Background: an optimization exercise with open tools, aiming at small area, a short achievable clock period and few clock cycles per item. Do not read the settings as production practice.

==> cedar: inputs <==
==> flow/design.v (excerpt) <==
module cbc_aes_dec (
    input  wire         clk,
    input  wire         rst,         
    input  wire         key_load,    
    input  wire [127:0] key_in,
    input  wire         iv_load,     
    input  wire [127:0] iv_in,
    input  wire         blk_valid,   
    input  wire [127:0] blk_in,
    output wire         ready,
    output reg          out_valid,   
    output reg  [127:0] out_data
);
    localparam [1:0] S_RUN   = 2'd0,   
                     S_KCHK  = 2'd1,   
                     S_DRAIN = 2'd2,   
                     S_EXP   = 2'd3;   
    reg [1:0]   fsm;
    reg         kvalid;   
    reg         match;    
    reg [127:0] key;      
    reg [127:0] dk;       
    reg [31:0]  dkt;      
    reg [4:0]   ecnt;     
    reg [127:0] civ;      
    reg         a0;       
    reg [3:0]   r0;
    reg [127:0] st0;      
    reg [127:0] k0;       
    reg [31:0]  u0;       
    reg [127:0] iv0;      
    reg         a1;
    reg [3:0]   r1;
    reg [127:0] st1;
    reg [127:0] k1;       
    reg [31:0]  t1;       
    reg [127:0] iv1;
    wire free1 = !a1 || (r1 == 4'd0);    
    assign ready = ((fsm == S_RUN) || ((fsm == S_KCHK) && match)) && free1;
    wire take     = ready && !rst;
    wire take_key = take && key_load;
    wire take_iv  = take && !key_load && iv_load;
    wire take_blk = take && !key_load && !iv_load && blk_valid;
    wire [127:0] isr;
    wire [127:0] isb;
    genvar r, c;
    generate
        for (c = 0; c < 4; c = c + 1) begin : g_col
            for (r = 0; r < 4; r = r + 1) begin : g_row
                assign isr[127 - 8*(r + 4*c) -: 8] = st0[127 - 8*(r + 4*((c + 4 - r) % 4)) -: 8];
                aes_inv_sbox u_sbox (
                    .a(isr[127 - 8*(r + 4*c) -: 8]),
                    .y(isb[127 - 8*(r + 4*c) -: 8])
                );
            end
        end
    endgenerate
    wire [31:0] sw_out;
    aes_sbox u_ks_sbox0 (.a(u0[23:16]), .y(sw_out[31:24]));
    aes_sbox u_ks_sbox1 (.a(u0[15:8]),  .y(sw_out[23:16]));
    aes_sbox u_ks_sbox2 (.a(u0[7:0]),   .y(sw_out[15:8]));
    aes_sbox u_ks_sbox3 (.a(u0[31:24]), .y(sw_out[7:0]));
    wire [127:0] ark = st1 ^ k1;
    wire [127:0] imc;
  ...
==> module cbc_aes_dec, before the edit <==
module cbc_aes_dec (
    input  wire         clk,
    input  wire         rst,         
    input  wire         key_load,    
    input  wire [127:0] key_in,
    input  wire         iv_load,     
    input  wire [127:0] iv_in,
    input  wire         blk_valid,   
    input  wire [127:0] blk_in,
    output wire         ready,
    output reg          out_valid,   
    output reg  [127:0] out_data
);
    localparam [1:0] S_RUN   = 2'd0,   
                     S_KCHK  = 2'd1,   
                     S_DRAIN = 2'd2,   
                     S_EXP   = 2'd3;   
    reg [1:0]   fsm;
    reg         kvalid;   
    reg         match;    
    reg [127:0] key;      
    reg [127:0] dk;       
    reg [31:0]  dkt;      
    reg [4:0]   ecnt;     
    reg [127:0] civ;      
    reg         a0;       
    reg [3:0]   r0;
    reg [127:0] st0;      
    reg [127:0] k0;       
    reg [31:0]  u0;       
    reg [127:0] iv0;      
    reg         a1;
    reg [3:0]   r1;
    reg [127:0] st1;
    reg [127:0] k1;       
    reg [31:0]  t1;       
    reg [127:0] iv1;
    wire free1 = !a1 || (r1 == 4'd0);    
    assign ready = ((fsm == S_RUN) || ((fsm == S_KCHK) && match)) && free1;
    wire take     = ready && !rst;
    wire take_key = take && key_load;
    wire take_iv  = take && !key_load && iv_load;
    wire take_blk = take && !key_load && !iv_load && blk_valid;
    wire [127:0] isr;
    wire [127:0] isb;
    genvar r, c;
    generate
        for (c = 0; c < 4; c = c + 1) begin : g_col
            for (r = 0; r < 4; r = r + 1) begin : g_row
                assign isr[127 - 8*(r + 4*c) -: 8] = st0[127 - 8*(r + 4*((c + 4 - r) % 4)) -: 8];
                aes_inv_sbox u_sbox (
                    .a(isr[127 - 8*(r + 4*c) -: 8]),
                    .y(isb[127 - 8*(r + 4*c) -: 8])
                );
            end
        end
    endgenerate
    wire [31:0] sw_out;
    aes_sbox u_ks_sbox0 (.a(u0[23:16]), .y(sw_out[31:24]));
    aes_sbox u_ks_sbox1 (.a(u0[15:8]),  .y(sw_out[23:16]));
    aes_sbox u_ks_sbox2 (.a(u0[7:0]),   .y(sw_out[15:8]));
    aes_sbox u_ks_sbox3 (.a(u0[31:24]), .y(sw_out[7:0]));
    wire [127:0] ark = st1 ^ k1;
    wire [127:0] imc;
    generate
        for (c = 0; c < 4; c = c + 1) begin : g_mix
            aes_inv_mix_col u_mix (
                .col_in (ark[127 - 32*c -: 32]),
                .col_out(imc[127 - 32*c -: 32])
            );
        end
    endgenerate
    function [7:0] rcon_of(input [3:0] i);
        case (i)
            4'd1:    rcon_of = 8'h01;
            4'd2:    rcon_of = 8'h02;
            4'd3:    rcon_of = 8'h04;
            4'd4:    rcon_of = 8'h08;
            4'd5:    rcon_of = 8'h10;
            4'd6:    rcon_of = 8'h20;
            4'd7:    rcon_of = 8'h40;
            4'd8:    rcon_of = 8'h80;
            4'd9:    rcon_of = 8'h1b;
            4'd10:   rcon_of = 8'h36;
            default: rcon_of = 8'h00;
        endcase
    endfunction
    wire [31:0] q0 = k1[127:96], q1 = k1[95:64], q2 = k1[63:32], q3 = k1[31:0];
    wire [127:0] k1_prev = {q0 ^ {rcon_of(r1), 24'h000000} ^ t1, q1 ^ q0, q2 ^ q1, q3 ^ q2};
    wire [31:0]  u1_prev = q3 ^ q1;      
    wire [31:0] d0 = dk[127:96], d1 = dk[95:64], d2 = dk[63:32], d3 = dk[31:0];
    wire [127:0] dk_prev = {d0 ^ 32'h36000000 ^ dkt, d1 ^ d0, d2 ^ d1, d3 ^ d2};
    wire [31:0]  udk     = d3 ^ d1;
    wire [31:0] e0 = d0 ^ {rcon_of(ecnt[4:1]), 24'h000000} ^ t1;
    wire [31:0] e1 = e0 ^ d1;
    wire [31:0] e2 = e1 ^ d2;
    wire [31:0] e3 = e2 ^ d3;
    always @(posedge clk) begin
        st1 <= isb;
        k1  <= k0;
        t1  <= sw_out;
        iv1 <= iv0;
        if (take_blk) begin
            st0 <= blk_in ^ dk;
            k0  <= dk_prev;
            iv0 <= civ;
        end else begin
            st0 <= imc;
            k0  <= k1_prev;
            iv0 <= iv1;
        end
        if (fsm == S_DRAIN && !a0 && !a1)
            u0 <= key[31:0];
        else if (fsm == S_EXP)
            u0 <= ecnt[0] ? e3 : d3;
        else if (take_blk)
            u0 <= udk;
        else
            u0 <= u1_prev;
        out_data <= ark ^ iv1;
        match <= kvalid && (key_in == key);
        if (take_key)
            key <= key_in;
        if (fsm == S_DRAIN)
            dk <= key;           
        else if (fsm == S_EXP && ecnt[0])
            dk <= {e0, e1, e2, e3};
        if (fsm == S_EXP && ecnt == 5'd21)
            dkt <= t1;
    end
    always @(posedge clk) begin
        if (rst) begin
            fsm       <= S_RUN;
            kvalid    <= 1'b0;
            a0        <= 1'b0;
            a1        <= 1'b0;
            out_valid <= 1'b0;
            civ       <= 128'd0;
        end else begin
            a1        <= a0;
            r1        <= r0;
            a0        <= take_blk || (a1 && (r1 != 4'd0));
            r0        <= take_blk ? 4'd9 : r1 - 4'd1;
            out_valid <= a1 && (r1 == 4'd0);
            if (take_iv)
                civ <= iv_in;
            else if (take_blk)
                civ <= blk_in;
            case (fsm)
                S_RUN: begin
                    if (take_key)
                        fsm <= S_KCHK;
                end
                S_KCHK: begin
                    if (!match) begin
                        kvalid <= 1'b0;
                        fsm    <= S_DRAIN;
                    end else if (take_key) begin
                        fsm <= S_KCHK;
                    end else begin
                        fsm <= S_RUN;
                    end
                end
                S_DRAIN: begin
                    if (!a0 && !a1) begin
                        ecnt <= 5'd2;
                        fsm  <= S_EXP;
                    end
                end
                S_EXP: begin
                    ecnt <= ecnt + 5'd1;
                    if (ecnt == 5'd21) begin
                        kvalid <= 1'b1;
                        fsm    <= S_RUN;
                    end
                end
                default: fsm <= S_RUN;
            endcase
        end
    end
endmodule
make LEC_CHECK=0 CAP_MARGIN=20 CORE_MARGIN=2 CORE_UTILIZATION=50 SETUP_SLACK_MARGIN=5 SLEW_MARGIN=20 SYNTH_HIERARCHICAL=1 finish   # period 10.0 ns
run.sh (not shown) runs the stock make flow with config.mk's settings and CLKGATE_MAP_FILE= SYNTH_SCRIPT=/design/flow/synth_recipe.tcl, a recipe that flattens the netlist after the stock synthesis.
==> harbor: changes against cedar <==
--- a/flow/design.v
+++ b/flow/design.v
@@ -1094,5 +1094,5 @@
     input  wire         blk_valid,   
     input  wire [127:0] blk_in,
-    output wire         ready,
+    output reg          ready,
     output reg          out_valid,   
     output reg  [127:0] out_data
@@ -1122,6 +1122,4 @@
     reg [31:0]  t1;       
     reg [127:0] iv1;
-    wire free1 = !a1 || (r1 == 4'd0);    
-    assign ready = ((fsm == S_RUN) || ((fsm == S_KCHK) && match)) && free1;
     wire take     = ready && !rst;
     wire take_key = take && key_load;
@@ -1205,5 +1203,4 @@
             u0 <= u1_prev;
         out_data <= ark ^ iv1;
-        match <= kvalid && (key_in == key);
         if (take_key)
             key <= key_in;
@@ -1215,8 +1212,45 @@
             dkt <= t1;
     end
+    reg  [1:0] fsm_n;
+    reg        kvalid_n;
+    wire       match_n = kvalid && (key_in == key);
+    always @(*) begin
+        fsm_n    = fsm;
+        kvalid_n = kvalid;
+        case (fsm)
+            S_RUN: begin
+                if (take_key)
+                    fsm_n = S_KCHK;
+            end
+            S_KCHK: begin
+                if (!match) begin
+                    kvalid_n = 1'b0;
+                    fsm_n    = S_DRAIN;
+                end else if (take_key) begin
+                    fsm_n = S_KCHK;
+                end else begin
+                    fsm_n = S_RUN;
+                end
+            end
+            S_DRAIN: begin
+                if (!a0 && !a1)
+                    fsm_n = S_EXP;
+            end
+            S_EXP: begin
+                if (ecnt == 5'd21) begin
+                    kvalid_n = 1'b1;
+                    fsm_n    = S_RUN;
+                end
+            end
+            default: fsm_n = S_RUN;
+        endcase
+    end
+    wire free1_n = !a0 || (r0 == 4'd0);
     always @(posedge clk) begin
+        match <= match_n;
         if (rst) begin
             fsm       <= S_RUN;
             kvalid    <= 1'b0;
+            ready     <= 1'b1;
             a0        <= 1'b0;
             a1        <= 1'b0;
@@ -1224,4 +1258,7 @@
             civ       <= 128'd0;
         end else begin
+            fsm       <= fsm_n;
+            kvalid    <= kvalid_n;
+            ready     <= ((fsm_n == S_RUN) || ((fsm_n == S_KCHK) && match_n)) && free1_n;
             a1        <= a0;
             r1        <= r0;
@@ -1233,34 +1270,8 @@
             else if (take_blk)
                 civ <= blk_in;
-            case (fsm)
-                S_RUN: begin
-                    if (take_key)
-                        fsm <= S_KCHK;
-                end
-                S_KCHK: begin
-                    if (!match) begin
-                        kvalid <= 1'b0;
-                        fsm    <= S_DRAIN;
-                    end else if (take_key) begin
-                        fsm <= S_KCHK;
-                    end else begin
-                        fsm <= S_RUN;
-                    end
-                end
-                S_DRAIN: begin
-                    if (!a0 && !a1) begin
-                        ecnt <= 5'd2;
-                        fsm  <= S_EXP;
-                    end
-                end
-                S_EXP: begin
-                    ecnt <= ecnt + 5'd1;
-                    if (ecnt == 5'd21) begin
-                        kvalid <= 1'b1;
-                        fsm    <= S_RUN;
-                    end
-                end
-                default: fsm <= S_RUN;
-            endcase
+            if (fsm == S_DRAIN)
+                ecnt <= 5'd2;
+            else
+                ecnt <= ecnt + 5'd1;
         end
     end
==> flow/flow/run.sh (new file) <==
#!/bin/bash
export SETUP_SLACK_MARGIN=6.6
bash standard.sh > standard.log 2>&1
==> flow/standard.sh (new file) <==
#!/bin/bash
# synth_recipe.tcl (not shown) runs the flow's synth.tcl, then flattens the netlist and writes it again
# the make line also repeats each setting of config.mk as NAME=value (left out here)
make -C /OpenROAD-flow-scripts/flow DESIGN_CONFIG=/design/flow/config.mk WORK_HOME=/design/flow/orfs CLKGATE_MAP_FILE= SYNTH_SCRIPT=/design/flow/synth_recipe.tcl "${@:-finish}"
--- a/flow/config.mk
+++ b/flow/config.mk
@@ -9,5 +9,4 @@
 export CORE_MARGIN = 2
 export CORE_UTILIZATION = 50
-export SETUP_SLACK_MARGIN = 5
 export SLEW_MARGIN = 20
 export SYNTH_HIERARCHICAL = 1
removed: flow/run.sh
==> comparison table <==
|  | cedar | harbor |
|---|---|---|
| Filler cell count in the final layout | 15,500 | 13,000 |
| Violation count after the first detailed-route iteration | 6,268 | 6,857 |
| DP Area | 92,400 um^2 | 94,100 um^2 |
| Worst slew margin relative to its limit | 23.7% | 22.3% |
| Result of the run | no timing/DRC/antenna violations | no timing/DRC/antenna violations |
| CTS buffer count | 157 | 158 |
| Proportion of cell area occupied by multi-input gates | 52.1% | 51.2% |
| Clock tree sinks | 1,412 | 1,413 |
| Upper clock frequency limit | 0.206 GHz | 0.270 GHz |
| First-pass detailed-route iteration total | 6 | 11 |
| Sequential area share after synthesis | 36.1% | 36.6% |
| Floorplan die height | 420 um | 418 um |
| Cell count along the critical path | 5 | 13 |
| Post-DR wirelength/cell | 25.3 um | 26.2 um |
| Hold slack final | 0.312 ns | 0.300 ns |
| Mean post-synth cell area | 9.17 um^2 | 9.29 um^2 |
| Destination of the worst register-to-register timing path | st1[72] | t1[16] |
| Share of Yosys cell area claimed by the top area cell type | 31.2% | 32.2% |
| Number of flip-flops and latches in the synthesized netlist | 1,412 | 1,413 |
| Pin slew with the least headroom to its limit | 1.14 ns | 1.16 ns |
No functional check of the RTL was part of any run of this note.

[static timing again, ports no longer ideal]
The results above use ideal ports. As a check the final layouts listed here were re-extracted and re-timed, cells and wires unchanged. Step 1: set_driving_cell puts a clkbuf_16 on clk and a buf_2 on each other input, an assumption about the parent block. Step 2 adds t to the input delays and takes it off the output delays; t is the mean of the earliest and latest rising clock arrival at the registers after step 1. Input paths then give back, and output paths get back, about the clock's delay inside the block. a / b / c = no drivers / after step 1 / after step 2; a / b = the first two.
run	t (ns)	setup slack, ns	worst hold slack (ns)	worst register clock-pin slew, ns
cedar	0.915	5.156 / 5.059 / 4.380	0.312 / 0.312 / 0.312	0.07 / 0.07
harbor	0.916	6.299 / 6.299 / 5.619	0.300 / 0.300 / 0.300	0.07 / 0.07
After both steps setup and hold are still met in every run listed. The setup slack of cedar, which loses most, moves by -0.097 ns with the drivers and by -0.776 ns with both steps.
